Background: an optimization exercise with open tools, aiming at small area, a short achievable clock period and few clock cycles. Do not read the settings as production practice. At most, simulation tests tie the RTL to the original design; equivalence was not proved. For runs 2 and 3, only the layout was checked, not whether the RTL still works. No activity file was given, so power comes from the tool's default toggle rates.

<file path="design.v">
module ieee488_engine (
    input  wire       clk,
    input  wire       rst,           
    input  wire [4:0] cfg_address,   
    input  wire       atn_in,
    input  wire       dav_in,
    input  wire       ndac_in,
    input  wire       nrfd_in,
    input  wire       eoi_in,
    input  wire       ifc_in,
    input  wire [7:0] data_in,
    output reg        dav_drv,
    output reg        eoi_drv,
    output reg        ndac_drv,
    output reg        nrfd_drv,
    output wire [7:0] data_out,
    output wire       data_talk,     
    output wire       ctrl_talk,     
    output wire       ext_req,
    output wire [3:0] ext_op,
    output wire [3:0] ext_sa,
    output wire [7:0] ext_wdata,
    input  wire       ext_ack,
    input  wire       ext_ok,
    input  wire [7:0] ext_rdata,
    input  wire       ext_last,
    input  wire       ext_eoi,
    output wire [5:0] cmd_len,
    input  wire [4:0] cmd_raddr,
    output wire [7:0] cmd_rdata
);
    localparam CMD_BUF_SIZE = 32;
    localparam [4:0] S_IDLE = 5'h00,    
                     S_CW   = 5'h01,    
                     S_RXD  = 5'h02,    
                     S_LW   = 5'h03,    
                     S_RXL  = 5'h04,    
                     S_WAL  = 5'h05,    
                     S_WAO  = 5'h06,    
                     S_WAT  = 5'h07,    
                     S_TXW  = 5'h08,    
                     S_TXD  = 5'h09,    
                     S_TXV  = 5'h0A,    
                     S_FW   = 5'h10,    
                     S_ST   = 5'h11,    
                     S_FR   = 5'h12,    
                     S_FE   = 5'h13,    
                     S_ADV  = 5'h14,    
                     S_RF   = 5'h15,    
                     S_DOS  = 5'h16,    
                     S_FO   = 5'h17,    
                     S_CLO  = 5'h18,    
                     S_FREE = 5'h19;    
    localparam [1:0] M_CMD    = 2'd0,
                     M_DATA   = 2'd1,
                     M_IGNORE = 2'd2;
    reg [4:0] state;
    reg [4:0] device_address;
    reg       listen_active;
    reg       talk_active;
    reg       command_received;
    reg       open_active;
    reg [3:0] open_sa;
    reg [5:0] command_length;
    reg [7:0] command_buffer [0:CMD_BUF_SIZE-1];
    reg       atn_received;
    reg       ifc_received;
    reg       atn_prev;
    reg [7:0] v;             
    reg       eoi;           
    reg [3:0] sa;            
    reg [1:0] mode;
    reg       last;
    reg       talk_drv;      
    assign ext_req   = state[4];
    assign ext_op    = state[3:0];
    assign ext_sa    = sa;
    assign ext_wdata = v;
    assign data_out  = v;
    assign data_talk = talk_drv;
    assign ctrl_talk = talk_drv;
    assign cmd_len   = command_length;
    wire [1:0] ra_lo_n;
    wire [2:0] ra_hi_n;
    ieee488_rd_inv u_ilo0 (.a(cmd_raddr[0]), .y(ra_lo_n[0]));
    ieee488_rd_inv u_ilo1 (.a(cmd_raddr[1]), .y(ra_lo_n[1]));
    ieee488_rd_inv u_ihi0 (.a(cmd_raddr[2]), .y(ra_hi_n[0]));
    ieee488_rd_inv u_ihi1 (.a(cmd_raddr[3]), .y(ra_hi_n[1]));
    ieee488_rd_inv u_ihi2 (.a(cmd_raddr[4]), .y(ra_hi_n[2]));
    wire [3:0] rd_lo [0:3];
    wire [7:0] rd_hi;
    genvar gb, gg, gk;
    generate
        for (gb = 0; gb < 4; gb = gb + 1) begin : g_lo
            ieee488_rd_nor2 u_l0 (.a(cmd_raddr[1]), .b(cmd_raddr[0]), .y(rd_lo[gb][0]));
            ieee488_rd_nor2 u_l1 (.a(cmd_raddr[1]), .b(ra_lo_n[0]),   .y(rd_lo[gb][1]));
            ieee488_rd_nor2 u_l2 (.a(ra_lo_n[1]),   .b(cmd_raddr[0]), .y(rd_lo[gb][2]));
            ieee488_rd_nor2 u_l3 (.a(ra_lo_n[1]),   .b(ra_lo_n[0]),   .y(rd_lo[gb][3]));
        end
        for (gg = 0; gg < 8; gg = gg + 1) begin : g_hi
            ieee488_rd_nor3 u_h (
                .a(gg[2] ? ra_hi_n[2] : cmd_raddr[4]),
                .b(gg[1] ? ra_hi_n[1] : cmd_raddr[3]),
                .c(gg[0] ? ra_hi_n[0] : cmd_raddr[2]),
                .y(rd_hi[gg]));
        end
        for (gb = 0; gb < 8; gb = gb + 1) begin : g_rd
            wire [3:0] lo = rd_lo[gb / 2];
            wire [7:0] grp;
            wire [3:0] pair_n;
            for (gg = 0; gg < 8; gg = gg + 1) begin : g_grp
                wire [3:0] t;
                for (gk = 0; gk < 4; gk = gk + 1) begin : g_w
                    ieee488_rd_nand2 u_t (.a(command_buffer[4*gg+gk][gb]),
                                          .b(lo[gk]), .y(t[gk]));
                end
                ieee488_rd_nand4 u_n (.a(t[0]), .b(t[1]), .c(t[2]), .d(t[3]),
                                      .y(grp[gg]));
            end
            for (gk = 0; gk < 4; gk = gk + 1) begin : g_pair
                ieee488_rd_aoi22 u_p (
                    .a(grp[2*gk]),   .b(rd_hi[2*gk]),
                    .c(grp[2*gk+1]), .d(rd_hi[2*gk+1]), .y(pair_n[gk]));
            end
            ieee488_rd_nand4 u_o (.a(pair_n[0]), .b(pair_n[1]), .c(pair_n[2]),
                                  .d(pair_n[3]), .y(cmd_rdata[gb]));
        end
    endgenerate
    wire atn_event = atn_prev & ~atn_in;
    wire ifc_now   = ifc_received | ~ifc_in;           
    wire abort_any = atn_received | ifc_now;           
    wire [2:0] cb_class = v[7:5];
    wire       is_unlisten = (v == 8'h3F);
    wire       is_untalk   = (v == 8'h5F);
    wire       is_listen   = (cb_class == 3'b001) & ~is_unlisten;
    wire       is_talk     = (cb_class == 3'b010) & ~is_untalk;
    wire       is_second   = (v[7:4] == 4'h6);
    wire       is_close    = (v[7:4] == 4'hE);
    wire       is_open     = (v[7:4] == 4'hF);
    wire       addr_match  = (v[4:0] == device_address);
    wire tx_ready = ~ndac_in & nrfd_in;      
    wire tx_taken = ~nrfd_in & ndac_in;      
    reg wr_pend;
    always @(posedge clk) begin
        if (wr_pend)
            command_buffer[command_length[4:0]] <= v;
    end
    reg disp;    
    always @(posedge clk) begin
        disp = 1'b0;
        atn_prev <= atn_in;
        wr_pend  <= 1'b0;
        if (rst) begin
            state            <= S_IDLE;
            device_address   <= cfg_address;
            listen_active    <= 1'b0;
            talk_active      <= 1'b0;
            command_received <= 1'b0;
            open_active      <= 1'b0;
            command_length   <= 6'd0;
            atn_received     <= 1'b0;
            ifc_received     <= 1'b0;
            dav_drv          <= 1'b0;
            eoi_drv          <= 1'b0;
            ndac_drv         <= 1'b0;
            nrfd_drv         <= 1'b0;
            talk_drv         <= 1'b0;
        end else begin
            if (~ifc_in)
                ifc_received <= 1'b1;
            if (wr_pend)
                command_length <= command_length + 6'd1;
            case (state)
                S_IDLE: disp = 1'b1;
                S_CW: begin
                    if (abort_any) begin
                        disp = 1'b1;
                    end else if (atn_in) begin
                        ndac_drv <= 1'b0;
                        nrfd_drv <= 1'b0;
                        state    <= S_IDLE;
                    end else if (~dav_in && ~nrfd_drv) begin
                        v        <= data_in;
                        nrfd_drv <= 1'b1;
                        ndac_drv <= 1'b0;
                        state    <= S_RXD;
                    end else begin
                        nrfd_drv <= 1'b0;
                        ndac_drv <= 1'b1;
                    end
                end
                S_RXD: begin
                    if (abort_any) begin
                        disp = 1'b1;
                    end else if (dav_in) begin
                        ndac_drv <= 1'b1;
                        sa    <= v[3:0];
                        state <= S_CW;
                        if (is_unlisten) begin
                            listen_active <= 1'b0;
                            if (command_received) begin
                                if (open_active && open_sa != 4'd15) begin
                                    sa    <= open_sa;
                                    state <= S_FO;
                                end else begin
                                    state <= S_DOS;
                                end
                            end else begin
                                command_length <= 6'd0;
                                open_active    <= 1'b0;
                            end
                        end else if (is_untalk) begin
                            talk_active <= 1'b0;
                        end else if (is_listen) begin
                            if (addr_match) begin
                                listen_active <= 1'b1;
                                talk_active   <= 1'b0;
                            end
                        end else if (is_talk) begin
                            if (addr_match) begin
                                talk_active   <= 1'b1;
                                listen_active <= 1'b0;
                            end
                        end else if (is_second) begin
                            if (listen_active) begin
                                if (!atn_in) begin
                                    state <= S_WAL;
                                end else if (v[3:0] == 4'd15) begin
                                    mode  <= M_CMD;
                                    state <= S_LW;
                                end else begin
                                    state <= S_FW;
                                end
                            end else if (talk_active) begin
                                state <= atn_in ? S_FR : S_WAT;
                            end
                        end else if (is_close) begin
                            if (listen_active)
                                state <= (v[3:0] == 4'd15) ? S_FREE : S_CLO;
                        end else if (is_open) begin
                            if (listen_active) begin
                                if (!atn_in) begin
                                    state <= S_WAO;
                                end else begin
                                    open_active <= 1'b1;
                                    open_sa     <= v[3:0];
                                    mode        <= M_CMD;
                                    state       <= S_LW;
                                end
                            end
                        end
                    end
                end
                S_DOS, S_FO: begin
                    if (ext_ack) begin
                        command_length   <= 6'd0;
                        command_received <= 1'b0;
                        open_active      <= 1'b0;
                        nrfd_drv         <= 1'b0;
                        state            <= S_CW;
                    end
                end
                S_CLO: begin
                    if (ext_ack) begin
                        nrfd_drv <= 1'b0;
                        state    <= S_CW;
                    end
                end
                S_FREE: begin
                    if (ext_ack) begin
                        if (listen_active) begin
                            nrfd_drv <= 1'b0;
                            state    <= S_CW;
                        end else begin
                            device_address <= cfg_address;
                            dav_drv  <= 1'b0;
                            eoi_drv  <= 1'b0;
                            ndac_drv <= 1'b0;
                            nrfd_drv <= 1'b0;
                            talk_drv <= 1'b0;
                            if (ifc_in)
                                ifc_received <= 1'b0;
                            state    <= S_IDLE;
                        end
                    end
                end
                S_WAL, S_WAO, S_WAT: begin
                    if (ifc_now) begin
                        disp = 1'b1;
                    end else if (atn_in) begin
                        if (state == S_WAT) begin
                            state <= S_FR;
                        end else if (state == S_WAO || sa == 4'd15) begin
                            if (state == S_WAO) begin
                                open_active <= 1'b1;
                                open_sa     <= sa;
                            end
                            mode     <= M_CMD;
                            nrfd_drv <= 1'b0;
                            state    <= S_LW;
                        end else begin
                            state <= S_FW;
                        end
                    end
                end
                S_FW: begin
                    if (ext_ack) begin
                        mode     <= ext_ok ? M_DATA : M_IGNORE;
                        nrfd_drv <= 1'b0;
                        state    <= S_LW;
                    end
                end
                S_LW: begin
                    if (abort_any) begin
                        disp = 1'b1;
                    end else if (~dav_in && ~nrfd_drv) begin
                        v        <= data_in;
                        nrfd_drv <= 1'b1;
                        ndac_drv <= 1'b0;
                        state    <= S_RXL;
                    end else begin
                        nrfd_drv <= 1'b0;
                        ndac_drv <= 1'b1;
                    end
                end
                S_RXL: begin
                    if (abort_any) begin
                        disp = 1'b1;
                    end else if (dav_in) begin
                        ndac_drv <= 1'b1;
                        state    <= S_LW;
                        case (mode)
                            M_CMD: begin
                                command_received <= 1'b1;
                                wr_pend          <= !command_length[5];
                            end
                            M_DATA: state <= S_ST;
                            default: ;
                        endcase
                    end
                end
                S_ST: begin
                    if (ext_ack) begin
                        if (!ext_ok) mode <= M_IGNORE;
                        nrfd_drv <= 1'b0;
                        state    <= S_LW;
                    end
                end
                S_FR: begin
                    if (ext_ack) begin
                        if (abort_any) begin
                            disp = 1'b1;
                        end else if (ext_ok) begin
                            ndac_drv <= 1'b0;
                            nrfd_drv <= 1'b0;
                            talk_drv <= 1'b1;
                            state    <= S_FE;
                        end else begin
                            ndac_drv <= 1'b0;
                            nrfd_drv <= 1'b0;
                            state    <= S_IDLE;
                        end
                    end
                end
                S_FE: begin
                    if (ext_ack) begin
                        v    <= ext_rdata;
                        last <= ext_last;
                        eoi  <= ext_last & ext_eoi;
                        if (abort_any) begin
                            talk_drv <= 1'b0;
                            disp = 1'b1;
                        end else if (tx_ready) begin
                            eoi_drv <= ext_last & ext_eoi;
                            state   <= S_TXD;
                        end else begin
                            state   <= S_TXW;
                        end
                    end
                end
                S_TXW: begin
                    if (abort_any) begin
                        talk_drv <= 1'b0;
                        disp = 1'b1;
                    end else if (tx_ready) begin
                        eoi_drv <= eoi;
                        state   <= S_TXD;
                    end
                end
                S_TXD: begin
                    if (abort_any) begin
                        eoi_drv  <= 1'b0;
                        talk_drv <= 1'b0;
                        disp = 1'b1;
                    end else begin
                        dav_drv <= 1'b1;
                        state   <= S_TXV;
                    end
                end
                S_TXV: begin
                    if (abort_any) begin
                        dav_drv  <= 1'b0;
                        eoi_drv  <= 1'b0;
                        talk_drv <= 1'b0;
                        disp = 1'b1;
                    end else if (tx_taken) begin
                        dav_drv <= 1'b0;
                        eoi_drv <= 1'b0;
                        if (!last) begin
                            state <= S_ADV;
                        end else if (eoi) begin
                            talk_drv <= 1'b0;
                            state    <= S_IDLE;
                        end else begin
                            state <= S_RF;
                        end
                    end
                end
                S_ADV: if (ext_ack) state <= S_FE;
                S_RF: begin
                    if (ext_ack) begin
                        if (ext_ok) begin
                            state <= S_FE;
                        end else begin
                            talk_drv <= 1'b0;
                            state    <= S_IDLE;
                        end
                    end
                end
                default: state <= S_IDLE;
            endcase
            if (disp) begin
                if (ifc_now) begin
                    listen_active    <= 1'b0;
                    talk_active      <= 1'b0;
                    command_received <= 1'b0;
                    open_active      <= 1'b0;
                    command_length   <= 6'd0;
                    sa               <= 4'd15;
                    state            <= S_FREE;
                end else if (atn_received) begin
                    atn_received <= 1'b0;
                    nrfd_drv     <= 1'b0;
                    ndac_drv     <= 1'b1;
                    state        <= S_CW;
                end else begin
                    state <= S_IDLE;
                end
            end
            if (atn_event) begin
                atn_received <= 1'b1;
                dav_drv      <= 1'b0;
                eoi_drv      <= 1'b0;
                talk_drv     <= 1'b0;
                ndac_drv     <= 1'b1;
                nrfd_drv     <= 1'b1;
            end
        end
    end
endmodule
module ieee488_rd_inv (input wire a, output wire y);
    assign y = ~a;
endmodule
module ieee488_rd_nor2 (input wire a, input wire b, output wire y);
    assign y = ~(a | b);
endmodule
module ieee488_rd_nor3 (input wire a, input wire b, input wire c, output wire y);
    assign y = ~(a | b | c);
endmodule
module ieee488_rd_nand2 (input wire a, input wire b, output wire y);
    assign y = ~(a & b);
endmodule
module ieee488_rd_nand4 (input wire a, input wire b, input wire c, input wire d,
                         output wire y);
    assign y = ~(a & b & c & d);
endmodule
module ieee488_rd_aoi22 (input wire a, input wire b, input wire c, input wire d,
                         output wire y);
    assign y = ~((a & b) | (c & d));
endmodule
</file>
<file path="flow/run.sh">
#!/bin/bash
# The standard layout (the standard.sh: ORFS synthesis to final layout),
# with two changes to how the layout is made:
#  - the port buffers that global placement inserts on every input and output
#    are sky130_fd_sc_hd__buf_1 rather than the cell OpenROAD picks by itself
#    (the resizer still upsizes the ones on critical paths);
#  - clock tree synthesis builds the tree from clkbuf_4 with small sink
#    clusters and adds no dummy loads.
set -euo pipefail
export BUFFER_PORTS_ARGS="-buffer_cell sky130_fd_sc_hd__buf_1"
export CTS_ARGS="-sink_clustering_enable -repair_clock_nets -sink_clustering_size 10 -sink_clustering_max_diameter 50 -buf_list sky130_fd_sc_hd__clkbuf_4 -dont_use_dummy_load"
bash standard.sh > standard.log 2>&1
</file>
<file path="standard.sh">
#!/bin/bash
# synth_recipe.tcl (not shown) runs the flow's synth.tcl, then flattens the netlist and writes it again
# the make line also repeats each setting of config.mk as NAME=value (left out here)
make -C /OpenROAD-flow-scripts/flow DESIGN_CONFIG=/design/flow/config.mk WORK_HOME=/design/flow/orfs CLKGATE_MAP_FILE= SYNTH_SCRIPT=/design/flow/synth_recipe.tcl "${@:-finish}"
</file>
<file path="config.mk">
export PLATFORM = sky130hd
export DESIGN_NAME = ieee488_engine
export DESIGN_NICKNAME = ieee488_engine
export VERILOG_FILES = /design/flow/design.v
export SDC_FILE = /design/flow/constraint.sdc
export NUM_CORES = 4
export LEC_CHECK = 0
export CAP_MARGIN = 20
export CORE_MARGIN = 2
export CORE_UTILIZATION = 40
export PLACE_DENSITY = 0.75
export SETUP_SLACK_MARGIN = 1.8
export SLEW_MARGIN = 20
export SYNTH_HIERARCHICAL = 1
export SYNTH_MINIMUM_KEEP_SIZE = 0
</file>
<file path="constraint.sdc">
create_clock -name core_clock -period 5.0 [get_ports {clk}]
set_input_delay 1.0000 -clock core_clock [delete_from_list [all_inputs] [get_ports {clk}]]
set_output_delay 1.0000 -clock core_clock [all_outputs]
set_load 0.01 [all_outputs]
</file>
==> impl_metrics.env, run 1 <==
export IMPL_htreeDepth=2
export IMPL_rsz0062_at_grt="true"
export IMPL_place_area_mm2=0.0144
export IMPL_end_kind="output pin"
export IMPL_path_cells="buf_12 > clkinvlp_4 > buf_12 > nor2_4 > buf_6 > nand2_2 > nand4_1 > a22oi_2 > nand4_1 > buf_2"
export IMPL_antenna_found_initial=1
export IMPL_drive_gt1_share_pct=18.9
export IMPL_clk_latency_ns=0.67
export IMPL_cts_tree="built"
export IMPL_critPathLaunchType="input port"
export IMPL_routed_wl_um=36500
export IMPL_holdPathEnd="command_received"
export IMPL_fin_tns_setup_ns=0
export IMPL_track_usage_pct=20.0
export IMPL_r2r_setup_slack_ns=2.06
export IMPL_place_worst_setup_slack_ns=0.963
export IMPL_period_share_pct=69.6
export IMPL_whs_path_depth=2
export IMPL_holdCritStartpoint="command_received"
export IMPL_core_mm2=0.0334
export IMPL_grt_max_degree=48
export IMPL_whs_ns=0.494
export IMPL_r2r_cells=6
export IMPL_vias=10000
export IMPL_design_area_mm2=0.0155
export IMPL_ant_nets=0
export IMPL_seq_area_frac_synth_pct=66.3
export IMPL_r2r_start="state[4]"
export IMPL_synth_area_mm2=0.0135
export IMPL_setup_violations=0
export IMPL_layout_setup_ws_ns=1.52
export IMPL_place_gp_congestion=0.926
export IMPL_timing_rr_end="state[4]"
export IMPL_slew_violations=0
export IMPL_final_hold_viol_count=0
export IMPL_placementRows=67
export IMPL_synth_edf_count=281
export IMPL_path_max_fanout=8
export IMPL_dominantRegCellSynth="edfxtp_1"
export IMPL_final_util_pct=46.5
export IMPL_yosysTopAreaCellShare_pct=62.7
export IMPL_ys_top_cells_by_area="edfxtp_1 63%, nand2_1 8.5%, nand4_1 3.9%"
export IMPL_cts_sinks=305
export IMPL_ys_ff_latch=305
export IMPL_fillers=2907
export IMPL_synth_cell_types=73
export IMPL_layout_nets=1321
export IMPL_power_density_mw_per_mm2=317
export IMPL_crit_type="input port to output pin"
export IMPL_synth_cells=1123
export IMPL_start_util_pct=40.3
export IMPL_grt_pass1_wl_um=54600
export IMPL_crit_slowest_cell="a22oi_2"
export IMPL_ys_warn_count=7
export IMPL_via_per_inst=5.80
export IMPL_overflow=0
export IMPL_clock_skew_ns=0.0933
export IMPL_cp_slowest_stage_delay_ns=0.30
export IMPL_peakVddDrop_v=0.000206
export IMPL_cts_max_path_buffers=3
export IMPL_syn_area_per_cell_um2=12.0
export IMPL_wl_per_cell_um=21.1
export IMPL_timing_slew_headroom_pct=25.4
export IMPL_async_flop_share_pct=0
export IMPL_clkTransAtPathRegs_ns=0.11
export IMPL_die_area_mm2=0.0351
export IMPL_grt_pass1_vias=9480
export IMPL_worstMarginPinSlew_ns=1.11
export IMPL_hold_class="flop to flop"
export IMPL_ios=83
export IMPL_holdBufCountCts=0
export IMPL_status="no timing/DRC/antenna violations"
export IMPL_die_y_um=187
export IMPL_clockRootBuffer="clkbuf_4"
export IMPL_syn_num_nets=1165
export IMPL_finalCriticalPeriod_ns=3.48
export IMPL_synth_top_area_cell="edfxtp_1"
export IMPL_crit_required_ns=4.00
export IMPL_drv_cap=0
export IMPL_fmax_ghz=0.288
export IMPL_area_growth_pct=15.4
export IMPL_cts_buffers=37
export IMPL_dieWidth_um=187
export IMPL_drc=0
export IMPL_hpwl_um=23100
export IMPL_portBuffers=81
export IMPL_cp_data_arrival_time_ns=2.48
export IMPL_leakagePower_uw=0.00498
export IMPL_drt_pass1_iterations=6
export IMPL_drtIter0Drc=1227
-- layer usage --
metal	vias up	global-route usage, %	wire (µm)
li1	4487	-	-
met1	4782	25.9	13900
met2	642	33.3	17300
met3	120	3.68	3680
met4	0	8.39	1610
met5	-	0	0
-- stage by stage --
stage               power, µW  instances
floorplan                3560       1123
global route             5130       1727
detailed placement       3780       1647
global placement         3770       1646
CTS                      4910       1715
finish                   4920       1728
-- final cells by class --
| cell class | instances | area, µm² | area share [%] |
|---|---|---|---|
| tap | 448 | 561 | 3.61 |
| antenna | 3 | 7.51 | 0.0484 |
| clock buffer | 37 | 278 | 1.79 |
| multi-input combinational | 759 | 4480 | 28.9 |
| inverter | 17 | 82.6 | 0.532 |
| timing repair buffer | 159 | 1190 | 7.67 |
| sequential | 305 | 8920 | 57.5 |
-- cell families (layout without fill, tap and decap cells) --
family / count (synthesis) / after routing / synth area share, %
flops: 305 / 305 / 66.3
other cells: 0 / 3 / 0
buf+inv: 59 / 213 / 2.28
compound gates: 143 / 143 / 8.45
fa+ha+maj: 4 / 4 / 0.372
xor+xnor: 11 / 11 / 0.716
mux: 18 / 18 / 1.46
simple gates: 583 / 583 / 20.4
-- flip-flops by register name (all words and copies together) (netlist names), 2 cells and up --
signal and cells:
device_address 5, sa 4, command_length 6, v 8, mode 2, state 5, open_sa 4, command_buffer 256
-- worst max-delay path by stage --
stage	start	slack, ns	end
floorplan	cmd_raddr[0]	1.91	cmd_rdata[0]
global placement	cmd_raddr[0]	1.08	cmd_rdata[4]
detailed placement	cmd_raddr[1]	0.96	cmd_rdata[4]
CTS	cmd_raddr[1]	1.64	cmd_rdata[4]
global route	cmd_raddr[1]	1.47	cmd_rdata[4]
finish	cmd_raddr[1]	1.52	cmd_rdata[4]
-- worst max-delay path: cells and delay by family --
| family | cells | cell delay [ns] |
|---|---|---|
| AOI/OAI and AO/OA | 1 | 0.30 |
| and+or+nand+nor | 4 | 0.44 |
| buffers and inverters | 5 | 0.72 |
-- cells in the final DEF (no fill, tap or decap), types with 27 or more instances in the layout --
cell | synthesis | routed
a21oi_1 | 32 | 32
a22oi_2 | 32 | 32
buf_1 | 1 | 68
buf_4 | 11 | 45
clkbuf_4 | 0 | 37
edfxtp_1 | 281 | 281
nand2_1 | 303 | 283
nand4_1 | 84 | 84
nor2_1 | 70 | 55
o21ai_0 | 27 | 27
-- timing repair --
item | CTS | global route
pin swaps | 50 | 45
setup buffers | 28 | 10
endpoints found under the setup margin | 8 | 12
cloned | 3 | 0
gates resized for setup | 89 | 22
-- synthesized netlist by cell type, types with 3 or more instances --
cell type  instances
ha_1               4
o211ai_1           4
o22ai_1            5
a21oi_1           32
buf_2              8
mux2i_1            5
nor3_2             8
a21o_1             3
nor3_1            25
edfxtp_1         281
and2_1             5
buf_6              3
or2_2              3
nor2_1            70
a22oi_2           32
inv_1             16
nand4_1           84
a211oi_1           5
xnor2_1            9
or2b_1             3
o21ai_0           27
nor4_1             4
dfxtp_1           24
nand3_1           23
mux2_2            13
nand3b_1           5
buf_4             11
nand2_1          303
nor3b_1            3
or3_1              3
nor2b_1           11
a22oi_1            4
clkbuf_1          18
nand2b_1          10
and3_1             7
and4_1             3
-- power by group --
group          switching (µW)  total (µW)  internal, µW
combinational             619         993           374
clock                     755        1100           342
sequential               47.3        2830          2790
total                    1420        4920          3500
-- per-module statistics from Yosys (local to each module, per instance) --
module	times used	cells inside
ieee488_rd_nor3	8	1
ieee488_rd_nand2	256	1
ieee488_rd_nor2	16	1
ieee488_rd_inv	5	1
ieee488_engine	1	734
ieee488_rd_nand4	72	1
ieee488_rd_aoi22	32	1
Testbench counts, summed over its fixed seeds: cycles 28,704.
==> run 2: changes to the inputs <==
--- a/design.v
+++ b/design.v
@@ -89,29 +89,32 @@
     ieee488_rd_inv u_ihi2 (.a(cmd_raddr[4]), .y(ra_hi_n[2]));
     wire [3:0] rd_lo [0:3];
-    wire [7:0] rd_hi;
-    genvar gb, gg, gk;
+    wire [7:0] rd_hi [0:1];
+    genvar gb, gg, gk, gc;
     generate
-        for (gb = 0; gb < 4; gb = gb + 1) begin : g_lo
-            ieee488_rd_nor2 u_l0 (.a(cmd_raddr[1]), .b(cmd_raddr[0]), .y(rd_lo[gb][0]));
-            ieee488_rd_nor2 u_l1 (.a(cmd_raddr[1]), .b(ra_lo_n[0]),   .y(rd_lo[gb][1]));
-            ieee488_rd_nor2 u_l2 (.a(ra_lo_n[1]),   .b(cmd_raddr[0]), .y(rd_lo[gb][2]));
-            ieee488_rd_nor2 u_l3 (.a(ra_lo_n[1]),   .b(ra_lo_n[0]),   .y(rd_lo[gb][3]));
+        for (gc = 0; gc < 4; gc = gc + 1) begin : g_lo
+            ieee488_rd_nor2 u_l0 (.a(cmd_raddr[1]), .b(cmd_raddr[0]), .y(rd_lo[gc][0]));
+            ieee488_rd_nor2 u_l1 (.a(cmd_raddr[1]), .b(ra_lo_n[0]),   .y(rd_lo[gc][1]));
+            ieee488_rd_nor2 u_l2 (.a(ra_lo_n[1]),   .b(cmd_raddr[0]), .y(rd_lo[gc][2]));
+            ieee488_rd_nor2 u_l3 (.a(ra_lo_n[1]),   .b(ra_lo_n[0]),   .y(rd_lo[gc][3]));
         end
-        for (gg = 0; gg < 8; gg = gg + 1) begin : g_hi
-            ieee488_rd_nor3 u_h (
-                .a(gg[2] ? ra_hi_n[2] : cmd_raddr[4]),
-                .b(gg[1] ? ra_hi_n[1] : cmd_raddr[3]),
-                .c(gg[0] ? ra_hi_n[0] : cmd_raddr[2]),
-                .y(rd_hi[gg]));
+        for (gc = 0; gc < 2; gc = gc + 1) begin : g_hic
+            for (gg = 0; gg < 8; gg = gg + 1) begin : g_hi
+                ieee488_rd_nor3 u_h (
+                    .a(gg[2] ? ra_hi_n[2] : cmd_raddr[4]),
+                    .b(gg[1] ? ra_hi_n[1] : cmd_raddr[3]),
+                    .c(gg[0] ? ra_hi_n[0] : cmd_raddr[2]),
+                    .y(rd_hi[gc][gg]));
+            end
         end
         for (gb = 0; gb < 8; gb = gb + 1) begin : g_rd
             wire [3:0] lo = rd_lo[gb / 2];
-            wire [7:0] grp;
+            wire [7:0] hi = rd_hi[gb / 4];
+            wire [7:0] grp;      
             wire [3:0] pair_n;
             for (gg = 0; gg < 8; gg = gg + 1) begin : g_grp
                 wire [3:0] t;
                 for (gk = 0; gk < 4; gk = gk + 1) begin : g_w
-                    ieee488_rd_nand2 u_t (.a(command_buffer[4*gg+gk][gb]),
-                                          .b(lo[gk]), .y(t[gk]));
+                    ieee488_rd_nand3 u_t (.a(command_buffer[4*gg+gk][gb]),
+                                          .b(lo[gk]), .c(hi[gg]), .y(t[gk]));
                 end
                 ieee488_rd_nand4 u_n (.a(t[0]), .b(t[1]), .c(t[2]), .d(t[3]),
@@ -119,7 +122,5 @@
             end
             for (gk = 0; gk < 4; gk = gk + 1) begin : g_pair
-                ieee488_rd_aoi22 u_p (
-                    .a(grp[2*gk]),   .b(rd_hi[2*gk]),
-                    .c(grp[2*gk+1]), .d(rd_hi[2*gk+1]), .y(pair_n[gk]));
+                ieee488_rd_nor2 u_p (.a(grp[2*gk]), .b(grp[2*gk+1]), .y(pair_n[gk]));
             end
             ieee488_rd_nand4 u_o (.a(pair_n[0]), .b(pair_n[1]), .c(pair_n[2]),
@@ -468,6 +469,6 @@
     assign y = ~(a | b | c);
 endmodule
-module ieee488_rd_nand2 (input wire a, input wire b, output wire y);
-    assign y = ~(a & b);
+module ieee488_rd_nand3 (input wire a, input wire b, input wire c, output wire y);
+    assign y = ~(a & b & c);
 endmodule
 module ieee488_rd_nand4 (input wire a, input wire b, input wire c, input wire d,
@@ -475,6 +476,2 @@
     assign y = ~(a & b & c & d);
 endmodule
-module ieee488_rd_aoi22 (input wire a, input wire b, input wire c, input wire d,
-                         output wire y);
-    assign y = ~((a & b) | (c & d));
-endmodule
--- a/config.mk
+++ b/config.mk
@@ -9,6 +9,5 @@
 export CORE_MARGIN = 2
 export CORE_UTILIZATION = 40
-export PLACE_DENSITY = 0.75
-export SETUP_SLACK_MARGIN = 1.8
+export SETUP_SLACK_MARGIN = 2.0
 export SLEW_MARGIN = 20
 export SYNTH_HIERARCHICAL = 1
==> run 2 against run 1 <==
Net effect: critical path depth increased by 2; maximum frequency decreased by 0.61%; non-clock buffer count increased by 23; power decreased by 0.10%; largest cell class unchanged.
==> impl_metrics.env, run 2 <==
export IMPL_status="no timing/DRC/antenna violations"
export IMPL_placementRows=67
export IMPL_crit_type="input port to output pin"
export IMPL_drtIter0Drc=1344
export IMPL_synth_edf_count=281
export IMPL_yosysMostFrequentCell="edfxtp_1"
export IMPL_htreeDepth=2
export IMPL_power_density_mw_per_mm2=309
export IMPL_synth_top_family_by_area="simple AND/OR/NAND/NOR gates"
export IMPL_synth_top_area_cell="edfxtp_1"
export IMPL_area_growth_pct=17.9
export IMPL_routed_top_layer="met4"
export IMPL_startpoint="cmd_raddr[4]"
export IMPL_grt_pass1_vias=9405
export IMPL_synth_cell_types=71
export IMPL_yosysTopAreaCellShare_pct=62.5
export IMPL_cts_sinks=305
export IMPL_grt_pass1_wl_um=57500
export IMPL_rsz0062_at_grt="true"
export IMPL_ant_nets=0
export IMPL_route_layer_met1_wl_um=15900
export IMPL_holdBufCountCts=0
export IMPL_whs_path_depth=2
export IMPL_end_kind="output pin"
export IMPL_clk_latency_ns=0.68
export IMPL_crit_required_ns=4.00
export IMPL_cts_tree="built"
export IMPL_finalCriticalPeriod_ns=3.50
export IMPL_grt_max_degree=48
export IMPL_synth_fa_ha_area_share_pct=0.370
export IMPL_dieWidth_um=188
export IMPL_vias=10000
export IMPL_routed_wl_um=37800
export IMPL_muxShareOfSynthArea_pct=1.15
export IMPL_via_per_inst=5.72
export IMPL_timing_rr_end="command_length[0]"
export IMPL_drc=0
export IMPL_ys_ff_latch=305
export IMPL_layout_nets=1350
export IMPL_timing_slew_headroom_pct=33.1
export IMPL_hold_class="flop to flop"
export IMPL_final_hold_viol_count=0
export IMPL_crit_slowest_cell="buf_2"
export IMPL_slew_violations=0
export IMPL_start_util_pct=40.5
export IMPL_fmax_ghz=0.286
export IMPL_fin_tns_setup_ns=0
export IMPL_syn_area_per_cell_um2=12.0
export IMPL_period_share_pct=70.0
export IMPL_synth_cells=1127
export IMPL_leakagePower_uw=0.00497
export IMPL_final_cell_mix="281 x edfxtp_1, 265 x nand3_1, 90 x nor2_1"
export IMPL_holdPathEnd="talk_drv"
export IMPL_async_flop_share_pct=0
export IMPL_place_gp_congestion=0.888
export IMPL_wl_met3_um=2940
export IMPL_dominantRegCellSynth="edfxtp_1"
export IMPL_core_mm2=0.0334
export IMPL_cp_slowest_stage_delay_ns=0.21
export IMPL_synth_area_mm2=0.0135
export IMPL_critPathLaunchType="input port"
export IMPL_path_cells="buf_6 > buf_8 > clkinvlp_4 > buf_12 > nor3_4 > buf_6 > buf_12 > nand3_2 > nand4_1 > nor2_1 > nand4_1 > buf_2"
export IMPL_path_buf_inv=7
export IMPL_holdCritStartpoint="talk_drv"
export IMPL_path_max_fanout=8
export IMPL_die_y_um=188
export IMPL_hpwl_um=24000
export IMPL_overflow=0
export IMPL_antenna_found_initial=2
export IMPL_layout_commonest_cell="edfxtp_1"
export IMPL_drv_cap=0
export IMPL_ys_top_cells_by_area="edfxtp_1 62%, nand3_1 10%, nand4_1 3.8%"
export IMPL_clock_skew_ns=0.124
export IMPL_r2r_start="state[3]"
export IMPL_largest_reg_flops=256
export IMPL_drive_gt1_share_pct=17.6
export IMPL_ios=83
export IMPL_clkTransAtPathRegs_ns=0.07
export IMPL_seq_area_frac_synth_pct=66.0
export IMPL_final_util_pct=47.7
export IMPL_cts_buffers=39
export IMPL_die_area_mm2=0.0353
export IMPL_setup_violations=0
export IMPL_track_usage_pct=21.3
export IMPL_r2r_cells=7
export IMPL_wl_per_cell_um=21.5
export IMPL_syn_num_nets=1169
export IMPL_synth_compound_gate_area_share_pct=6.22
export IMPL_ys_warn_count=7
export IMPL_cp_data_arrival_time_ns=2.50
export IMPL_synth_xor_area_share_pct=0.519
export IMPL_worstMarginPinSlew_ns=1.00
export IMPL_fillers=3050
export IMPL_netlist_top_cells_count="281 x edfxtp_1, 276 x nand3_1, 108 x nor2_1"
export IMPL_r2r_setup_slack_ns=2.25
export IMPL_portBuffers=81
export IMPL_routed_wl_met2_um=18300
export IMPL_cts_max_path_buffers=3
export IMPL_drt_pass1_iterations=5
export IMPL_path_delay_family="buffers and inverters"
export IMPL_synthSimpleGateAreaFrac_pct=23.5
export IMPL_clockRootBuffer="clkbuf_4"
export IMPL_peakVddDrop_v=0.000224
[run 2: changes by cell type after synthesis, moves of 5 or more]
cell | before | now
a31oi_1 | 2 | 8
nor2_1 | 70 | 108
nor3_2 | 8 | 16
a22oi_2 | 32 | 0
nand3_1 | 23 | 276
a21oi_1 | 32 | 27
nand2_1 | 303 | 42
[run 2: Yosys stat by module, one instance, submodules excluded]
module            flops+latches  area (µm²)
ieee488_rd_nand4              0        6.26
ieee488_engine              305       11400
ieee488_rd_nor3               0        10.0
ieee488_rd_nand3              0        5.00
ieee488_rd_nor2               0        3.75
ieee488_rd_inv                0        3.75
[run 2: metal layers]
layer,global-route usage (%),up-vias
met2,35.4,445
met3,3.35,49
met5,0,-
li1,-,4751
met4,4.66,0
met1,29.5,4797
[run 2: power breakdown]
| group | switching, µW | internal [µW] |
|---|---|---|
| Combinational | 626 | 335 |
| Sequential | 30.9 | 2790 |
| Clock | 779 | 360 |
[run 2: tightest hold or removal path: stages, from the launching register on]
cell and delay, ns:
dfxtp_1 0.33, o41ai_1 0.06, a21oi_1 0.05
[run 2: repair_timing]
| action | CTS | global route |
|---|---|---|
| endpoints found under the setup margin | 8 | 18 |
| buffers inserted | 45 | 2 |
| pin swaps | 31 | 17 |
| cloned | 7 | 1 |
| resized for setup | 73 | 23 |
[run 2: cell type report]
class	instances	area (µm²)	share of cell area, %
tap	448	561	3.52
multi-input combinational	760	4530	28.4
antenna	2	5.00	0.0314
timing repair buffer	182	1520	9.57
sequential	305	8920	56.0
inverter	20	93.8	0.589
clock buffer	39	293	1.84
[run 2: worst max path at each step]
stage	to	slack [ns]	cells past startpoint
finish	cmd_rdata[5]	1.50	12
global route	cmd_rdata[5]	1.46	12
CTS	cmd_rdata[7]	1.53	12
detailed placement	cmd_rdata[5]	0.93	9
global placement	cmd_rdata[5]	0.97	9
floorplan	cmd_rdata[0]	1.86	6
[run 2: metrics by stage]
stage	cells	hold slack [ns]	instance area (µm²)	setup slack (ns)	total power, µW
floorplan	1127	0.471	13600	1.86	3490
global placement	1660	0.483	14600	0.968	3730
detailed placement	1660	0.498	14600	0.933	3730
CTS	1751	0.458	15800	1.53	4930
global route	1755	0.473	15900	1.46	5120
finish	1756	0.489	15900	1.50	4920
[run 2: kinds of logic (layout without fill, tap and decap cells)]
| kind of cell | count (synthesis) | after routing |
|---|---|---|
| AND/OR/NAND/NOR | 611 | 611 |
| flip-flops | 305 | 305 |
| AO/OA/AOI/OAI | 123 | 123 |
| buffers and inverters | 62 | 241 |
| multiplexers | 14 | 14 |
| XOR/XNOR | 8 | 8 |
| adder cells (fa/ha/maj) | 4 | 4 |
| other | 0 | 2 |
==> run 3: changes to the inputs <==
==> run.sh (new file) <==
#!/bin/bash
# synth_recipe.tcl (not shown) runs the flow's synth.tcl, then flattens the netlist and writes it again
# the make line also repeats each setting of config.mk as NAME=value (left out here)
make -C /OpenROAD-flow-scripts/flow DESIGN_CONFIG=/design/flow/config.mk WORK_HOME=/design/flow/orfs CLKGATE_MAP_FILE= SYNTH_SCRIPT=/design/flow/synth_recipe.tcl finish
--- a/config.mk
+++ b/config.mk
@@ -9,4 +9,7 @@
 export CORE_MARGIN = 2
 export CORE_UTILIZATION = 40
+export CTS_BUF_LIST = sky130_fd_sc_hd__clkbuf_8
+export CTS_CLUSTER_DIAMETER = 60
+export CTS_CLUSTER_SIZE = 12
 export SETUP_SLACK_MARGIN = 2.0
 export SLEW_MARGIN = 20
removed: flow/run.sh
removed: standard.sh
==> run 3 against run 2 <==
Net effect: still clean on timing, DRC and antenna; synthesized area did not move; register-to-register slack better by 0.05 ns; setup slack improved by 0.020 ns; clock skew down 0.074 ns; flip-flop and latch count unchanged; die area did not move; clock-buffer cell count fell by 2; hold slack lost 0.0050 ns; synthesized cell count did not move; via count rose by 3.3%; global-route usage increased by 0.65 points; critical endpoint is now cmd_rdata[0]; largest power group unchanged.
==> impl_metrics.env, run 3 <==
export IMPL_timing_rr_end="v[0]"
export IMPL_synth_area_mm2=0.0135
export IMPL_peakVddDrop_v=0.000205
export IMPL_layout_nets=1368
export IMPL_seq_area_mm2=0.00892
export IMPL_seq_power_share_pct=52.3
export IMPL_start_util_pct=40.5
export IMPL_overflow=0
export IMPL_multi_input_comb_area_mm2=0.00449
export IMPL_antenna_cells=0
export IMPL_drive_gt1_share_pct=19.1
export IMPL_final_util_pct=50.3
export IMPL_path_max_fanout=9
export IMPL_wl_per_cell_um=21.7
export IMPL_ys_top_cells_by_area="edfxtp_1 62%, nand3_1 10%, nand4_1 3.8%"
export IMPL_p_sw_uw=1550
export IMPL_synth_cell_types=71
export IMPL_r2r_start="state[4]"
export IMPL_yosysTopAreaCellShare_pct=62.5
export IMPL_dieWidth_um=188
export IMPL_final_cell_mix="281 x edfxtp_1, 266 x nand3_1, 92 x nor2_1"
export IMPL_drv_cap=0
export IMPL_place_gp_congestion=0.863
export IMPL_switching_share_pct=28.6
export IMPL_syn_num_nets=1169
export IMPL_htreeDepth=2
export IMPL_synth_top_area_cell="edfxtp_1"
export IMPL_layout_commonest_cell="edfxtp_1"
export IMPL_clock_skew_ns=0.0508
export IMPL_syn_area_per_cell_um2=12.0
export IMPL_drc=0
export IMPL_drtIter0Drc=1010
export IMPL_final_hold_viol_count=0
export IMPL_yosysMostFrequentCell="edfxtp_1"
export IMPL_period_share_pct=69.6
export IMPL_slew_violations=0
export IMPL_portBuffers=81
export IMPL_cts_max_path_buffers=3
export IMPL_die_area_mm2=0.0353
export IMPL_status="no timing/DRC/antenna violations"
export IMPL_hpwl_um=24600
export IMPL_r2r_setup_slack_ns=2.30
export IMPL_setup_violations=0
export IMPL_worstMarginPinSlew_ns=0.995
export IMPL_area_growth_pct=24.2
export IMPL_leakagePower_uw=0.00542
export IMPL_cts_tree="built"
export IMPL_total_power_uw=5420
export IMPL_cts_sinks=305
export IMPL_timing_slew_headroom_pct=33.4
export IMPL_async_flop_share_pct=0
export IMPL_fillers=2988
export IMPL_vias=10400
export IMPL_power_density_mw_per_mm2=323
export IMPL_core_mm2=0.0334
export IMPL_clockRootBuffer="clkbuf_8"
export IMPL_drt_pass1_iterations=7
export IMPL_p_comb_share_pct=18.5
export IMPL_dominantRegCellSynth="edfxtp_1"
export IMPL_ys_warn_count=7
export IMPL_finalCriticalPeriod_ns=3.48
export IMPL_placementRows=67
export IMPL_crit_type="input port to output pin"
export IMPL_internal_power_uw=3870
export IMPL_cp_data_arrival_time_ns=2.48
export IMPL_antenna_found_initial=0
export IMPL_r2r_cells=5
export IMPL_ant_nets=0
export IMPL_ys_ff_latch=305
export IMPL_routed_wl_um=38900
export IMPL_holdPathEnd="talk_drv"
export IMPL_clkPwrFrac_pct=29.2
export IMPL_critPathLaunchType="input port"
export IMPL_fmax_ghz=0.287
export IMPL_holdCritStartpoint="talk_drv"
export IMPL_fin_tns_setup_ns=0
export IMPL_ios=83
export IMPL_layout_setup_ws_ns=1.52
export IMPL_synth_edf_count=281
export IMPL_grt_pass1_wl_um=59000
export IMPL_track_usage_pct=21.9
export IMPL_seq_area_frac_synth_pct=66.0
export IMPL_netlist_top_cells_count="281 x edfxtp_1, 276 x nand3_1, 108 x nor2_1"
export IMPL_place_worst_setup_slack_ns=0.337
export IMPL_synth_cells=1127
export IMPL_crit_required_ns=4.00
export IMPL_startpoint="cmd_raddr[3]"
export IMPL_rsz0062_at_grt="true"
export IMPL_via_per_inst=5.80
export IMPL_clkTransAtPathRegs_ns=0.07
export IMPL_largest_reg_flops=256
export IMPL_grt_max_degree=42
export IMPL_end_kind="output pin"
export IMPL_cts_buffers=35
export IMPL_grt_pass1_vias=9661
export IMPL_clk_latency_ns=0.56
export IMPL_whs_path_depth=2
export IMPL_hold_class="flop to flop"
export IMPL_die_y_um=188
-- run 3: per-module statistics from Yosys (local to each module, per instance) --
module,copies in the design,flip-flops and latches,cell area (µm²),cells
ieee488_engine,1,305,11400,730
ieee488_rd_inv,5,0,3.75,1
ieee488_rd_nand3,256,0,5.00,1
ieee488_rd_nand4,72,0,6.26,1
ieee488_rd_nor2,48,0,3.75,1
ieee488_rd_nor3,16,0,10.0,1
-- run 3: cells by family after synthesis --
| group | synth area share, % |
|---|---|
| AOI/OAI and AO/OA | 6.22 |
| xor gates and xnor gates | 0.519 |
| adders and majority gates | 0.370 |
| buffers and inverters | 2.19 |
| DFF | 66.0 |
| muxes | 1.15 |
| and+or+nand+nor | 23.5 |
-- run 3: power groups by stage --
stage	clock network (µW)	logic (µW)	registers, µW
detailed placement	0	904	2890
finish	1580	1000	2840
CTS	1630	979	2830
global route	1720	1080	2840
global placement	0	899	2890
floorplan	0	612	2880
-- run 3: area by class of cell --
class                      count  share of cell area (%)
clock buffer                  37                    3.04
clock inverter                15                   0.589
inverter                      20                   0.544
multi-input combinational    760                    26.8
sequential                   305                    53.2
tap                          448                    3.34
timing repair buffer         204                    12.6
-- run 3: worst max path at each step --
stage                        end  slack [ns]  cells after the start
detailed placement  cmd_rdata[5]        0.34                      8
floorplan           cmd_rdata[0]        1.86                      6
global placement    cmd_rdata[5]        0.38                      8
global route        cmd_rdata[5]        1.47                     11
CTS                 cmd_rdata[5]        1.54                     11
finish              cmd_rdata[0]        1.52                     12
-- run 3: what timing repair did --
action / CTS / global route
buffers inserted: 62 / 6
gates cloned: 5 / 0
resized for setup: 114 / 14
pin swaps: 30 / 14
setup endpoints to repair: 18 / 10
hold buffers: 0 / 0
-- run 3: metal layers --
layer	vias to the layer above	routed length, µm	GRT usage [%]
li1	4789	-	-
met2	466	18900	37.1
met5	-	0	0
met1	5067	16300	29.5
met3	55	2870	3.31
met4	0	840	6.06
-- run 3: stage by stage --
stage / area [µm²] / hold slack [ns] / cells
finish: 16800 / 0.484 / 1789
global route: 16800 / 0.514 / 1789
CTS: 16700 / 0.489 / 1783
detailed placement: 15100 / 0.481 / 1664
global placement: 15100 / 0.475 / 1664
floorplan: 13600 / 0.471 / 1127
-- run 3: critical path, stage by stage --
cell and delay (ns):
buf_8 0.08, clkinvlp_4 0.09, buf_12 0.15, buf_12 0.13, nor3_4 0.19, buf_12 0.15, buf_4 0.12, nand3_1 0.08
nand4_1 0.12, nor2_2 0.05, nand4_1 0.14, buf_2 0.17
==> run 4: changes to the inputs <==
--- a/design.v
+++ b/design.v
@@ -81,33 +81,31 @@
     assign ctrl_talk = talk_drv;
     assign cmd_len   = command_length;
-    wire [1:0] ra_lo_n;
-    wire [2:0] ra_hi_n;
-    ieee488_rd_inv u_ilo0 (.a(cmd_raddr[0]), .y(ra_lo_n[0]));
-    ieee488_rd_inv u_ilo1 (.a(cmd_raddr[1]), .y(ra_lo_n[1]));
-    ieee488_rd_inv u_ihi0 (.a(cmd_raddr[2]), .y(ra_hi_n[0]));
-    ieee488_rd_inv u_ihi1 (.a(cmd_raddr[3]), .y(ra_hi_n[1]));
-    ieee488_rd_inv u_ihi2 (.a(cmd_raddr[4]), .y(ra_hi_n[2]));
-    wire [3:0] rd_lo [0:3];
-    wire [7:0] rd_hi [0:1];
-    genvar gb, gg, gk, gc;
+    wire [4:0] ra_n;
+    wire [3:0] pre_lo_n;     
+    wire [7:0] pre_hi_n;     
+    wire [31:0] wsel;        
+    genvar gb, gg, gk, gw;
     generate
-        for (gc = 0; gc < 4; gc = gc + 1) begin : g_lo
-            ieee488_rd_nor2 u_l0 (.a(cmd_raddr[1]), .b(cmd_raddr[0]), .y(rd_lo[gc][0]));
-            ieee488_rd_nor2 u_l1 (.a(cmd_raddr[1]), .b(ra_lo_n[0]),   .y(rd_lo[gc][1]));
-            ieee488_rd_nor2 u_l2 (.a(ra_lo_n[1]),   .b(cmd_raddr[0]), .y(rd_lo[gc][2]));
-            ieee488_rd_nor2 u_l3 (.a(ra_lo_n[1]),   .b(ra_lo_n[0]),   .y(rd_lo[gc][3]));
+        for (gk = 0; gk < 5; gk = gk + 1) begin : g_inv
+            ieee488_rd_inv u_i (.a(cmd_raddr[gk]), .y(ra_n[gk]));
         end
-        for (gc = 0; gc < 2; gc = gc + 1) begin : g_hic
-            for (gg = 0; gg < 8; gg = gg + 1) begin : g_hi
-                ieee488_rd_nor3 u_h (
-                    .a(gg[2] ? ra_hi_n[2] : cmd_raddr[4]),
-                    .b(gg[1] ? ra_hi_n[1] : cmd_raddr[3]),
-                    .c(gg[0] ? ra_hi_n[0] : cmd_raddr[2]),
-                    .y(rd_hi[gc][gg]));
-            end
+        for (gk = 0; gk < 4; gk = gk + 1) begin : g_lo
+            ieee488_rd_nand2 u_l (
+                .a(gk[1] ? cmd_raddr[1] : ra_n[1]),
+                .b(gk[0] ? cmd_raddr[0] : ra_n[0]),
+                .y(pre_lo_n[gk]));
+        end
+        for (gg = 0; gg < 8; gg = gg + 1) begin : g_hi
+            ieee488_rd_nand3 u_h (
+                .a(gg[2] ? cmd_raddr[4] : ra_n[4]),
+                .b(gg[1] ? cmd_raddr[3] : ra_n[3]),
+                .c(gg[0] ? cmd_raddr[2] : ra_n[2]),
+                .y(pre_hi_n[gg]));
+        end
+        for (gw = 0; gw < CMD_BUF_SIZE; gw = gw + 1) begin : g_ws
+            ieee488_rd_nor2 u_w (.a(pre_lo_n[gw % 4]), .b(pre_hi_n[gw / 4]),
+                                 .y(wsel[gw]));
         end
         for (gb = 0; gb < 8; gb = gb + 1) begin : g_rd
-            wire [3:0] lo = rd_lo[gb / 2];
-            wire [7:0] hi = rd_hi[gb / 4];
             wire [7:0] grp;      
             wire [3:0] pair_n;
@@ -115,6 +113,6 @@
                 wire [3:0] t;
                 for (gk = 0; gk < 4; gk = gk + 1) begin : g_w
-                    ieee488_rd_nand3 u_t (.a(command_buffer[4*gg+gk][gb]),
-                                          .b(lo[gk]), .c(hi[gg]), .y(t[gk]));
+                    ieee488_rd_nand2 u_t (.a(command_buffer[4*gg+gk][gb]),
+                                          .b(wsel[4*gg+gk]), .y(t[gk]));
                 end
                 ieee488_rd_nand4 u_n (.a(t[0]), .b(t[1]), .c(t[2]), .d(t[3]),
@@ -466,6 +464,6 @@
     assign y = ~(a | b);
 endmodule
-module ieee488_rd_nor3 (input wire a, input wire b, input wire c, output wire y);
-    assign y = ~(a | b | c);
+module ieee488_rd_nand2 (input wire a, input wire b, output wire y);
+    assign y = ~(a & b);
 endmodule
 module ieee488_rd_nand3 (input wire a, input wire b, input wire c, output wire y);
==> run 4 against run 3 <==
Net effect: clock-buffer cell count is 6 lower; hold slack worse by 0.0023 ns; first-iteration DRC count is 17% lower; setup slack better by 0.11 ns; synthesized cell count is 0.89% higher; sequential share of layout area is 2.1 points higher; critical path type unchanged; largest power group unchanged.
==> impl_metrics.env, run 4 <==
export IMPL_grt_pass1_vias=9025
export IMPL_synth_area_mm2=0.0132
export IMPL_path_max_fanout=8
export IMPL_overflow=0
export IMPL_drv_cap=0
export IMPL_seq_area_frac_synth_pct=67.5
export IMPL_power_density_mw_per_mm2=305
export IMPL_status="no timing/DRC/antenna violations"
export IMPL_ios=83
export IMPL_htreeDepth=1
export IMPL_netlist_top_cells_count="300 x nand2_1, 281 x edfxtp_1, 121 x nor2_1"
export IMPL_timing_rr_end="v[0]"
export IMPL_track_usage_pct=20.4
export IMPL_grt_pass1_wl_um=52800
export IMPL_whs_ns=0.482
export IMPL_yosysMostFrequentCell="nand2_1"
export IMPL_clockRootBuffer="clkbuf_8"
export IMPL_cp_data_arrival_time_ns=2.36
export IMPL_grt_max_degree=50
export IMPL_worstMarginPinSlew_ns=0.913
export IMPL_drt_pass1_iterations=5
export IMPL_synth_cell_types=78
export IMPL_drtIter0Drc=837
export IMPL_wl_per_cell_um=20.2
export IMPL_final_hold_viol_count=0
export IMPL_fmax_ghz=0.297
export IMPL_clock_skew_ns=0.0258
export IMPL_rsz0062_at_grt="true"
export IMPL_hpwl_um=22100
export IMPL_holdBufCountCts=0
export IMPL_timing_slew_headroom_pct=38.5
export IMPL_setup_worst_path_end="cmd_rdata[3]"
export IMPL_setup_violations=0
export IMPL_antenna_found_initial=0
export IMPL_vias=9428
export IMPL_syn_area_per_cell_um2=11.6
export IMPL_async_flop_share_pct=0
export IMPL_syn_num_nets=1179
export IMPL_synth_top_area_cell="edfxtp_1"
export IMPL_layout_nets=1325
export IMPL_clk_latency_ns=0.59
export IMPL_synth_edf_count=281
export IMPL_place_area_mm2=0.0146
export IMPL_start_util_pct=40.6
export IMPL_r2r_start="state[3]"
export IMPL_via_per_inst=5.42
export IMPL_ys_top_cells_by_area="edfxtp_1 64%, nand2_1 8.5%, nand4_1 3.9%"
export IMPL_drive_gt1_share_pct=18.4
export IMPL_slew_violations=0
export IMPL_cts_sinks=305
export IMPL_placementRows=66
export IMPL_layout_commonest_cell="nand2_1"
export IMPL_total_power_uw=4930
export IMPL_ys_warn_count=7
export IMPL_critPathLaunchType="input port"
export IMPL_yosysTopAreaCellShare_pct=63.9
export IMPL_crit_required_ns=4.00
export IMPL_peakVddDrop_v=0.000177
export IMPL_dominantRegCellSynth="edfxtp_1"
export IMPL_dpl_cell_count=1651
export IMPL_core_mm2=0.0325
export IMPL_ys_ff_latch=305
export IMPL_crit_type="input port to output pin"
export IMPL_die_area_mm2=0.0345
export IMPL_area_growth_pct=22.2
export IMPL_period_share_pct=67.3
export IMPL_clkTransAtPathRegs_ns=0.09
export IMPL_synth_cells=1137
export IMPL_portBuffers=81
export IMPL_routed_wl_um=35100
export IMPL_place_gp_congestion=0.857
export IMPL_dieWidth_um=186
export IMPL_fin_tns_setup_ns=0
export IMPL_leakagePower_uw=0.00521
export IMPL_design_area_mm2=0.0161
export IMPL_drc=0
export IMPL_die_y_um=186
export IMPL_ant_nets=0
export IMPL_end_kind="output pin"
export IMPL_startpoint="cmd_raddr[1]"
export IMPL_r2r_setup_slack_ns=2.31
export IMPL_largest_reg_flops=256
export IMPL_cts_buffers=30
export IMPL_cts_tree="built"
export IMPL_fin_cells=1741
export IMPL_hold_class="flop to flop"
export IMPL_r2r_cells=5
export IMPL_final_cell_mix="286 x nand2_1, 281 x edfxtp_1, 82 x nand4_1"
export IMPL_finalCriticalPeriod_ns=3.36
export IMPL_cts_max_path_buffers=3
run 4: cell count changes after synthesis, sizes merged, moves of 4 or more:
| cell | delta |
|---|---|
| nand2b | +10 |
| o211ai | +4 |
| nand3 | -251 |
| nor4 | +4 |
| inv | -6 |
| a2111oi | -5 |
| nor2 | +13 |
| nand2 | +258 |
| nor3 | -24 |
| o21ai | -10 |
run 4: cells by family (layout without fill, tap and decap cells):
group	count (synthesis)	in the layout	share of synthesized area, %
multiplexers	19	19	1.57
AND/OR/NAND/NOR	628	628	21.9
adder cells (fa/ha/maj)	4	4	0.379
buffers and inverters	59	219	2.18
other	0	2	0
flip-flops	305	305	67.5
XOR/XNOR	10	10	0.663
AO/OA/AOI/OAI	112	112	5.79
run 4: power by group:
part | total [µW] | switching (µW) | internal (µW)
Combinational | 692 | 418 | 274
Clock | 1440 | 816 | 620
Sequential | 2800 | 24.4 | 2770
Total | 4930 | 1260 | 3670
run 4: per-layer routing:
layer  track usage, %  wire [µm]
met1             28.4      15300
met2             32.0      16200
met3             3.95       2610
met4             6.93        957
met5                0          0
run 4: critical path: stages:
cell and delay, ns:
buf_12 0.12, buf_12 0.12, nand2_8 0.13, nor2_1 0.05, buf_4 0.16, nand2_1 0.07
nand4_1 0.16, nor2_2 0.17, nand4_1 0.18, clkbuf_2 0.18
run 4: per-module statistics from Yosys (local to each module, per instance):
module | area, µm² | flops+latches | cells inside
ieee488_engine | 11500 | 305 | 728
ieee488_rd_inv | 3.75 | 0 | 1
ieee488_rd_nand4 | 6.26 | 0 | 1
ieee488_rd_nand3 | 5.00 | 0 | 1
ieee488_rd_nor2 | 3.75 | 0 | 1
ieee488_rd_nand2 | 3.75 | 0 | 1
run 4: per-stage QoR:
step	utilization [%]	setup WS, ns
after floorplan	-	2.14
after global placement	44.9	0.403
after detailed placement	44.9	0.413
after CTS	48.8	1.62
after global routing	49.6	1.59
final	49.6	1.64
run 4: worst min path at each step:
stage,from,to,cells past startpoint
after global routing,command_length[5],wr_pend,1
after floorplan,atn_prev,atn_received,2
after global placement,command_length[5],wr_pend,1
after CTS,command_length[5],wr_pend,1
after detailed placement,command_length[5],wr_pend,1
final,command_length[5],wr_pend,1
run 4: cell type report:
type	instances	area, µm²
Multi-Input combinational cell	773	4490
Tap cell	442	553
Antenna cell	2	5.00
Clock buffer	31	427
Timing Repair Buffer	157	1560
Clock inverter	15	90.1
Fill cell	2915	16400
Sequential cell	305	8930
Inverter	16	92.6
run 4: repair_timing:
| item | in CTS | in global routing |
|---|---|---|
| resized for setup | 206 | 29 |
| pin swaps | 53 | 45 |
| buffers inserted | 30 | 12 |
| gates cloned | 0 | 0 |
| setup endpoints to repair | 33 | 22 |
Testbench counts of run 4, summed over its fixed seeds: cycles 28,704.
==> run 5: changes to the inputs <==
==> flow/run.sh (new file) <==
#!/bin/bash
# The standard layout (the standard.sh: ORFS synthesis to final layout),
# with two changes to how the layout is made:
#  - the port buffers that global placement inserts on every input and output
#    are sky130_fd_sc_hd__buf_1 rather than the cell OpenROAD picks by itself
#    (the resizer still upsizes the ones on critical paths);
#  - clock tree synthesis builds the tree from clkbuf_4 with small sink
#    clusters and adds no dummy loads.
set -euo pipefail
export BUFFER_PORTS_ARGS="-buffer_cell sky130_fd_sc_hd__buf_1"
export CTS_ARGS="-sink_clustering_enable -repair_clock_nets -sink_clustering_size 10 -sink_clustering_max_diameter 50 -buf_list sky130_fd_sc_hd__clkbuf_4 -dont_use_dummy_load"
bash standard.sh > standard.log 2>&1
==> standard.sh (new file) <==
#!/bin/bash
# synth_recipe.tcl (not shown) runs the flow's synth.tcl, then flattens the netlist and writes it again
# the make line also repeats each setting of config.mk as NAME=value (left out here)
make -C /OpenROAD-flow-scripts/flow DESIGN_CONFIG=/design/flow/config.mk WORK_HOME=/design/flow/orfs CLKGATE_MAP_FILE= SYNTH_SCRIPT=/design/flow/synth_recipe.tcl "${@:-finish}"
--- a/config.mk
+++ b/config.mk
@@ -9,7 +9,4 @@
 export CORE_MARGIN = 2
 export CORE_UTILIZATION = 40
-export CTS_BUF_LIST = sky130_fd_sc_hd__clkbuf_8
-export CTS_CLUSTER_DIAMETER = 60
-export CTS_CLUSTER_SIZE = 12
 export SETUP_SLACK_MARGIN = 2.0
 export SLEW_MARGIN = 20
removed: run.sh
==> run 5 against run 4 <==
Net effect: still clean; via count fell by 0.29%; clock skew rose by 0.043 ns; global-route usage fell by 0.072 points; synthesized cell count did not move; flip-flop and latch count did not move; hold slack improved by 0.0036 ns; sequential power barely moved; maximum frequency fell by 0.56%; utilization fell by 3.3 points; power fell by 7.4%; critical path type unchanged; highest routed layer unchanged.
==> impl_metrics.env, run 5 <==
export IMPL_overflow=0
export IMPL_ios=83
export IMPL_clockRootBuffer="clkbuf_4"
export IMPL_r2r_cells=4
export IMPL_yosysTopAreaCellShare_pct=63.9
export IMPL_via_per_inst=5.54
export IMPL_start_util_pct=40.6
export IMPL_async_flop_share_pct=0
export IMPL_drtIter0Drc=813
export IMPL_fin_tns_setup_ns=0
export IMPL_yosysMostFrequentCell="nand2_1"
export IMPL_r2r_setup_slack_ns=2.24
export IMPL_hpwl_um=21900
export IMPL_grt_pass1_vias=9007
export IMPL_cts_tree="built"
export IMPL_cts_sinks=305
export IMPL_timing_rr_end="device_address[3]"
export IMPL_netlist_top_cells_count="300 x nand2_1, 281 x edfxtp_1, 121 x nor2_1"
export IMPL_seq_area_frac_synth_pct=67.5
export IMPL_ys_ff_latch=305
export IMPL_whs_path_depth=1
export IMPL_layout_setup_ws_ns=1.62
export IMPL_hold_class="flop to flop"
export IMPL_clkTransAtPathRegs_ns=0.11
export IMPL_peakVddDrop_v=0.000147
export IMPL_setup_violations=0
export IMPL_die_y_um=186
export IMPL_cts_max_path_buffers=3
export IMPL_layout_commonest_cell="nand2_1"
export IMPL_seq_power_share_pct=61.5
export IMPL_holdCritStartpoint="command_length[5]"
export IMPL_die_area_mm2=0.0345
export IMPL_switching_share_pct=26.4
export IMPL_cp_slowest_stage_delay_ns=0.21
export IMPL_drc=0
export IMPL_total_power_uw=4560
export IMPL_synth_edf_count=281
export IMPL_ant_nets=0
export IMPL_dominantRegCellSynth="edfxtp_1"
export IMPL_placementRows=66
export IMPL_antenna_found_initial=2
export IMPL_r2r_start="state[0]"
export IMPL_portBuffers=81
export IMPL_routed_wl_um=34600
export IMPL_leakagePower_uw=0.00461
export IMPL_largest_reg_flops=256
export IMPL_dieWidth_um=186
export IMPL_period_share_pct=67.7
export IMPL_wl_per_cell_um=20.4
export IMPL_synth_cell_types=78
export IMPL_status="no timing/DRC/antenna violations"
export IMPL_internal_power_uw=3360
export IMPL_end_kind="output pin"
export IMPL_clock_skew_ns=0.0685
export IMPL_rsz0062_at_grt="true"
export IMPL_synth_cells=1137
export IMPL_worstMarginPinSlew_ns=1.00
export IMPL_power_density_mw_per_mm2=303
export IMPL_place_worst_setup_slack_ns=1.21
export IMPL_fillers=3038
export IMPL_vias=9401
export IMPL_crit_slowest_cell="nand2_8"
export IMPL_track_usage_pct=20.3
export IMPL_finalCriticalPeriod_ns=3.38
export IMPL_ys_warn_count=7
export IMPL_cts_buffers=39
export IMPL_syn_num_nets=1179
export IMPL_cp_data_arrival_time_ns=2.38
export IMPL_holdBufCountCts=0
export IMPL_drt_pass1_iterations=5
export IMPL_drive_gt1_share_pct=15.8
export IMPL_path_max_fanout=8
export IMPL_htreeDepth=2
export IMPL_fmax_ghz=0.296
export IMPL_timing_slew_headroom_pct=31.3
export IMPL_ys_top_cells_by_area="edfxtp_1 64%, nand2_1 8.5%, nand4_1 3.9%"
export IMPL_cp_common_cell="nand4_1"
export IMPL_p_comb_share_pct=13.8
export IMPL_crit_required_ns=4.00
export IMPL_syn_area_per_cell_um2=11.6
export IMPL_final_hold_viol_count=0
export IMPL_crit_type="input port to output pin"
export IMPL_synth_top_area_cell="edfxtp_1"
export IMPL_clkPwrFrac_pct=24.8
export IMPL_path_cells="buf_12 > clkinvlp_4 > nand2_8 > buf_4 > nor2_4 > nand2_1 > nand4_1 > nor2_2 > nand4_1 > buf_2"
export IMPL_core_mm2=0.0325
export IMPL_slew_violations=0
export IMPL_drv_cap=0
export IMPL_holdPathEnd="wr_pend"
export IMPL_p_sw_uw=1200
export IMPL_place_gp_congestion=0.870
export IMPL_grt_pass1_wl_um=52600
export IMPL_area_growth_pct=14.1
export IMPL_final_cell_mix="295 x nand2_1, 281 x edfxtp_1, 82 x nand4_1"
export IMPL_clk_latency_ns=0.71
export IMPL_critPathLaunchType="input port"
export IMPL_layout_nets=1298
export IMPL_synth_area_mm2=0.0132
export IMPL_grt_max_degree=50
run 5: cell counts after synthesis:
No cell type changed its count.
run 5: worst max-delay path by stage:
| stage | from | end | slack [ns] | depth (start not counted) |
|---|---|---|---|---|
| floorplan | cmd_raddr[2] | cmd_rdata[0] | 2.14 | 7 |
| global placement | cmd_raddr[0] | cmd_rdata[5] | 1.24 | 9 |
| detailed placement | cmd_raddr[1] | cmd_rdata[5] | 1.21 | 9 |
| CTS | cmd_raddr[1] | cmd_rdata[5] | 1.63 | 9 |
| global route | cmd_raddr[4] | cmd_rdata[2] | 1.53 | 10 |
| finish | cmd_raddr[1] | cmd_rdata[0] | 1.62 | 10 |
run 5: layer usage:
layer / routed length [µm] / GRT usage (%)
met4: 1120 / 7.34
met2: 15700 / 31.5
met3: 2990 / 3.93
met1: 14800 / 28.4
met5: 0 / 0
run 5: metrics by stage:
| stage | instances | area, µm² | hold WS, ns | utilization, % |
|---|---|---|---|---|
| 6_report | 1697 | 15100 | 0.485 | 46.3 |
| 5_1_grt | 1697 | 15100 | 0.492 | 46.3 |
| 4_1_cts | 1681 | 14900 | 0.473 | 45.7 |
| 3_5_place_dp | 1633 | 14000 | 0.460 | 42.9 |
| 3_3_place_gp | 1633 | 14000 | 0.461 | 42.9 |
| 2_1_floorplan | 1137 | 13200 | 0.488 | - |
run 5: repair_timing:
| action | CTS | global route |
|---|---|---|
| endpoints found under the setup margin | 14 | 21 |
| setup buffers | 9 | 15 |
| resized for setup | 142 | 16 |
| pin swaps | 47 | 31 |
run 5: kinds of logic after synthesis:
family | share of synthesized area, %
AOI/OAI and AO/OA | 5.79
xor gates and xnor gates | 0.663
adders and majority gates | 0.379
buffers and inverters | 2.18
DFF | 67.5
muxes | 1.57
and+or+nand+nor | 21.9
run 5: cell type report:
cell class              count  area [µm²]  area share, %
diodes                      1        2.50         0.0166
clock buffers              39         293           1.94
inverters                  16        78.8          0.523
multi-input cells         773        4500           29.9
flip-flops and latches    305        8920           59.2
well taps                 442         553           3.67
repair buffers            121         724           4.81
run 5: worst max-delay path: cells and delay by family:
family | cells | cell delay [ns]
buffers and inverters | 4 | 0.61
and+or+nand+nor | 6 | 0.77
run 5: power groups by stage:
stage / logic, µW / registers, µW / clock network, µW
after global routing: 682 / 2810 / 1260
after CTS: 606 / 2800 / 1170
after floorplan: 405 / 2860 / 0
after detailed placement: 558 / 2860 / 0
after global placement: 555 / 2860 / 0
final: 628 / 2810 / 1130
run 5: modules after synthesis (local to each module, per instance):
module / times used / area [µm²]
ieee488_engine: 1 / 11500
ieee488_rd_inv: 5 / 3.75
ieee488_rd_nand2: 260 / 3.75
ieee488_rd_nand3: 8 / 5.00
ieee488_rd_nand4: 72 / 6.26
ieee488_rd_nor2: 64 / 3.75

==> re-timing with driven ports <==
The flow's constraints put no driver on any port. The routed layouts listed below were extracted and timed again, unchanged, in two steps. Step 1, drivers: a clkbuf_16 drives clk and a buf_2 each remaining input, both assumed. Step 2, shift: input delay + t, output delay - t, t = (earliest + latest rising clock arrival at the registers) / 2. This alone moves slack from input paths to output paths. Three values: no drivers, after step 1, after step 2; two values: the first two.
| run | shift t [ns] | setup WS [ns] | cell pins on the clock port's net |
|---|---|---|---|
| run 1 | 0.667 | 1.522 / 1.459 / 1.459 | 1 |
| run 2 | 0.660 | 1.501 / 1.467 / 1.467 | 1 |
| run 3 | 0.580 | 1.521 / 1.466 / 1.466 | 1 |
| run 4 | 0.623 | 1.636 / 1.578 / 1.484 | 1 |
| run 5 | 0.703 | 1.617 / 1.510 / 1.493 | 1 |
After both steps every run listed still meets setup and hold. For run 4, which loses most, drivers alone change the setup slack by -0.058 ns; drivers and shift together by -0.152 ns.
